This is an optimization exercise on Yosys and OpenROAD, whose aim is small area, a short achievable clock period and few clock cycles per item, not a production implementation.
The RTL was checked by simulation tests, not by an equivalence proof against the original design.
Power and IR drop assume default switching activity.

## JK
Design a429pk, start of the top module:
module a429pk (
    input  wire         clk,
    input  wire         rst,
    input  wire         cmd_valid,
    output wire         cmd_ready,
    input  wire [287:0] cmd,
    output reg          rsp_valid,
    output wire [127:0] rsp_rn,
    output wire [63:0]  rsp_rd,
    output reg          diag_valid,
    output reg  [3:0]   diag_code,
    output wire [31:0]  raw,
    output wire [7:0]   dsr
);
Size in the first run: roughly 8800 cells after synthesis, roughly 660 flip-flops, ~530 I/O pins, roughly 65000 µm² of cells after synthesis.
Settings: LEC_CHECK=0, CAP_MARGIN=40, CORE_MARGIN=2, CORE_UTILIZATION=40, SLEW_MARGIN=40; clock period 15.0 ns.
standard.sh (not shown) runs the stock make flow with config.mk's settings and CLKGATE_MAP_FILE= SYNTH_SCRIPT=/design/flow/synth_recipe.tcl, a recipe that flattens the netlist after the stock synthesis.
==> flow/flow/run.sh <==
#!/bin/bash
# The standard layout (standard.sh), with ORFS's setup repair asked to
# leave a larger setup-slack margin on the design's own clock period, and
# plain buffers (buf_2) for the port buffers.
set -euo pipefail
export SETUP_SLACK_MARGIN=8
export BUFFER_PORTS_ARGS="-buffer_cell sky130_fd_sc_hd__buf_2"
bash standard.sh > standard.log 2>&1
Testbench counts of JK, summed over its fixed seeds: cycles 8,134, commands 3,486.
The inputs of MS differ from those of JK as listed below.
-- flow/config.mk --
<<< JK, line 10
export CORE_UTILIZATION = 40
>>> MS, line 10
export CORE_UTILIZATION = 50
export CTS_BUF_LIST = sky130_fd_sc_hd__clkbuf_8 sky130_fd_sc_hd__clkbuf_4
--- outcome ---
MS completed every stage of the flow, and the final layout passed the timing, DRC and antenna checks. MS vs. JK: clock-buffer cell count went up about 70%, multi-input gate area in the final layout down 0.65%, die width lower.
#### Input delta (AL over MS)
==> flow/flow/run.sh <==
#!/bin/bash
# The standard layout (standard.sh), with ORFS's setup repair asked to
# leave a larger setup-slack margin on the design's own clock period.
set -euo pipefail
export SETUP_SLACK_MARGIN=8
bash standard.sh > standard.log 2>&1
-- flow/config.mk --
<<< MS, line 10
export CORE_UTILIZATION = 50
export CTS_BUF_LIST = sky130_fd_sc_hd__clkbuf_8 sky130_fd_sc_hd__clkbuf_4
>>> AL, line 10
export CORE_UTILIZATION = 40
[summary]
MS consumes less power than AL. Compared with MS, AL shows die width higher by 43 µm. Number of non-filler instances in the completed layout: AL vs MS up 382. AL vs. MS: power of the clock network up 11%, critical path required time -0.18 ns. Compared to MS, AL has final-layout clock buffer total about 40% lower. AL vs. MS: routed wire length higher, worst setup slack went down 0.16 ns. Against MS, AL reports a growth of design area from synthesis to finish that is higher.
Relative to AL, the following input files were edited for TR:
-- flow/flow/run.sh --
<<< AL, line 3
# leave a larger setup-slack margin on the design's own clock period.
>>> TR, line 3
# leave a larger setup-slack margin on the design's own clock period, and
# plain buffers (buf_2) for the port buffers.
<<< AL, line 6
>>> TR, line 7
export BUFFER_PORTS_ARGS="-buffer_cell sky130_fd_sc_hd__buf_2"
-- flow/config.mk --
<<< AL, line 11
>>> TR, line 11
export CTS_BUF_LIST = sky130_fd_sc_hd__clkbuf_8 sky130_fd_sc_hd__clkbuf_4
## What came out
Power per cell area grows slightly when moving from AL to TR. On number of antenna diodes, the higher figure sits with TR, not AL. Compared TR vs AL, and filler cell count is up in TR. When the final numbers for TR and AL were put side by side, the design area turned out to be smaller in TR. TR vs. AL: setup slack after layout shows an increase of 0.23 ns; total power shows a reduction of 3.1%. TR has buffering overhead below what AL had. TR against AL: worst hold slack now sits higher; final cell count without fillers now sits at about the same level; share of the clock period used by the worst path after layout now sits lower; total length of routed wires now sits lower.
> inputs changed (TR -> PW)
==> flow/flow/run.sh <==
#!/bin/bash
# The standard layout (standard.sh), with ORFS's setup repair asked to
# leave a larger setup-slack margin on the design's own clock period.
set -euo pipefail
export SETUP_SLACK_MARGIN=8
bash standard.sh > standard.log 2>&1
-- flow/config.mk --
<<< TR, line 11
export CTS_BUF_LIST = sky130_fd_sc_hd__clkbuf_8 sky130_fd_sc_hd__clkbuf_4
>>> PW, line 11
<<< TR, line 13
>>> PW, line 12
export SYNTH_HIERARCHICAL = 1
export SYNTH_MINIMUM_KEEP_SIZE = 0
Findings:
Critical path depth: TR and PW compared, higher one is PW. Of TR and PW, PW shows the lower smallest setup slack after layout, with TR above it. Compare TR and PW | logic gate share of total power higher: PW. TR consumes less power than PW. TR was smaller in final cell area than PW. Die boundary width was lower in TR than in PW.

-- port drivers added, routing unchanged --
The flow's constraints put no driver on any port. The routed layouts listed below were extracted and timed again, unchanged, in two steps.
Step 1 sets driving cells, clkbuf_16 on the clock port and buf_2 on the other inputs (assumed; they add their load-dependent delay and slew).
Step 2 adds t to the input delays and takes it off the output delays; t is the mean of the earliest and latest rising clock arrival at the registers after step 1. Input paths then give back, and output paths get back, about the clock's delay inside the block.
Slacks: no drivers / after step 1 / after step 2; pairs: no drivers / after step 1.
| run | t, ns | setup WS [ns] | hold WS [ns] | worst register clock-pin slew, ns |
|---|---|---|---|---|
| JK | 0.823 | 7.812 / 7.703 / 6.880 | 0.489 / 0.489 / 0.489 | 0.07 / 0.07 |
| MS | 0.959 | 7.894 / 7.937 / 6.983 | 0.489 / 0.489 / 0.489 | 0.08 / 0.08 |
| AL | 0.841 | 7.731 / 7.646 / 6.805 | 0.478 / 0.478 / 0.478 | 0.08 / 0.08 |
| TR | 1.039 | 7.961 / 7.860 / 6.820 | 0.488 / 0.488 / 0.488 | 0.08 / 0.08 |
| PW | 0.826 | 7.030 / 7.096 / 6.270 | 0.503 / 0.503 / 0.503 | 0.08 / 0.08 |
After both steps setup and hold are still met in every run listed. The setup slack of TR, which loses most, moves by -0.101 ns with the drivers and by -1.141 ns with both steps.
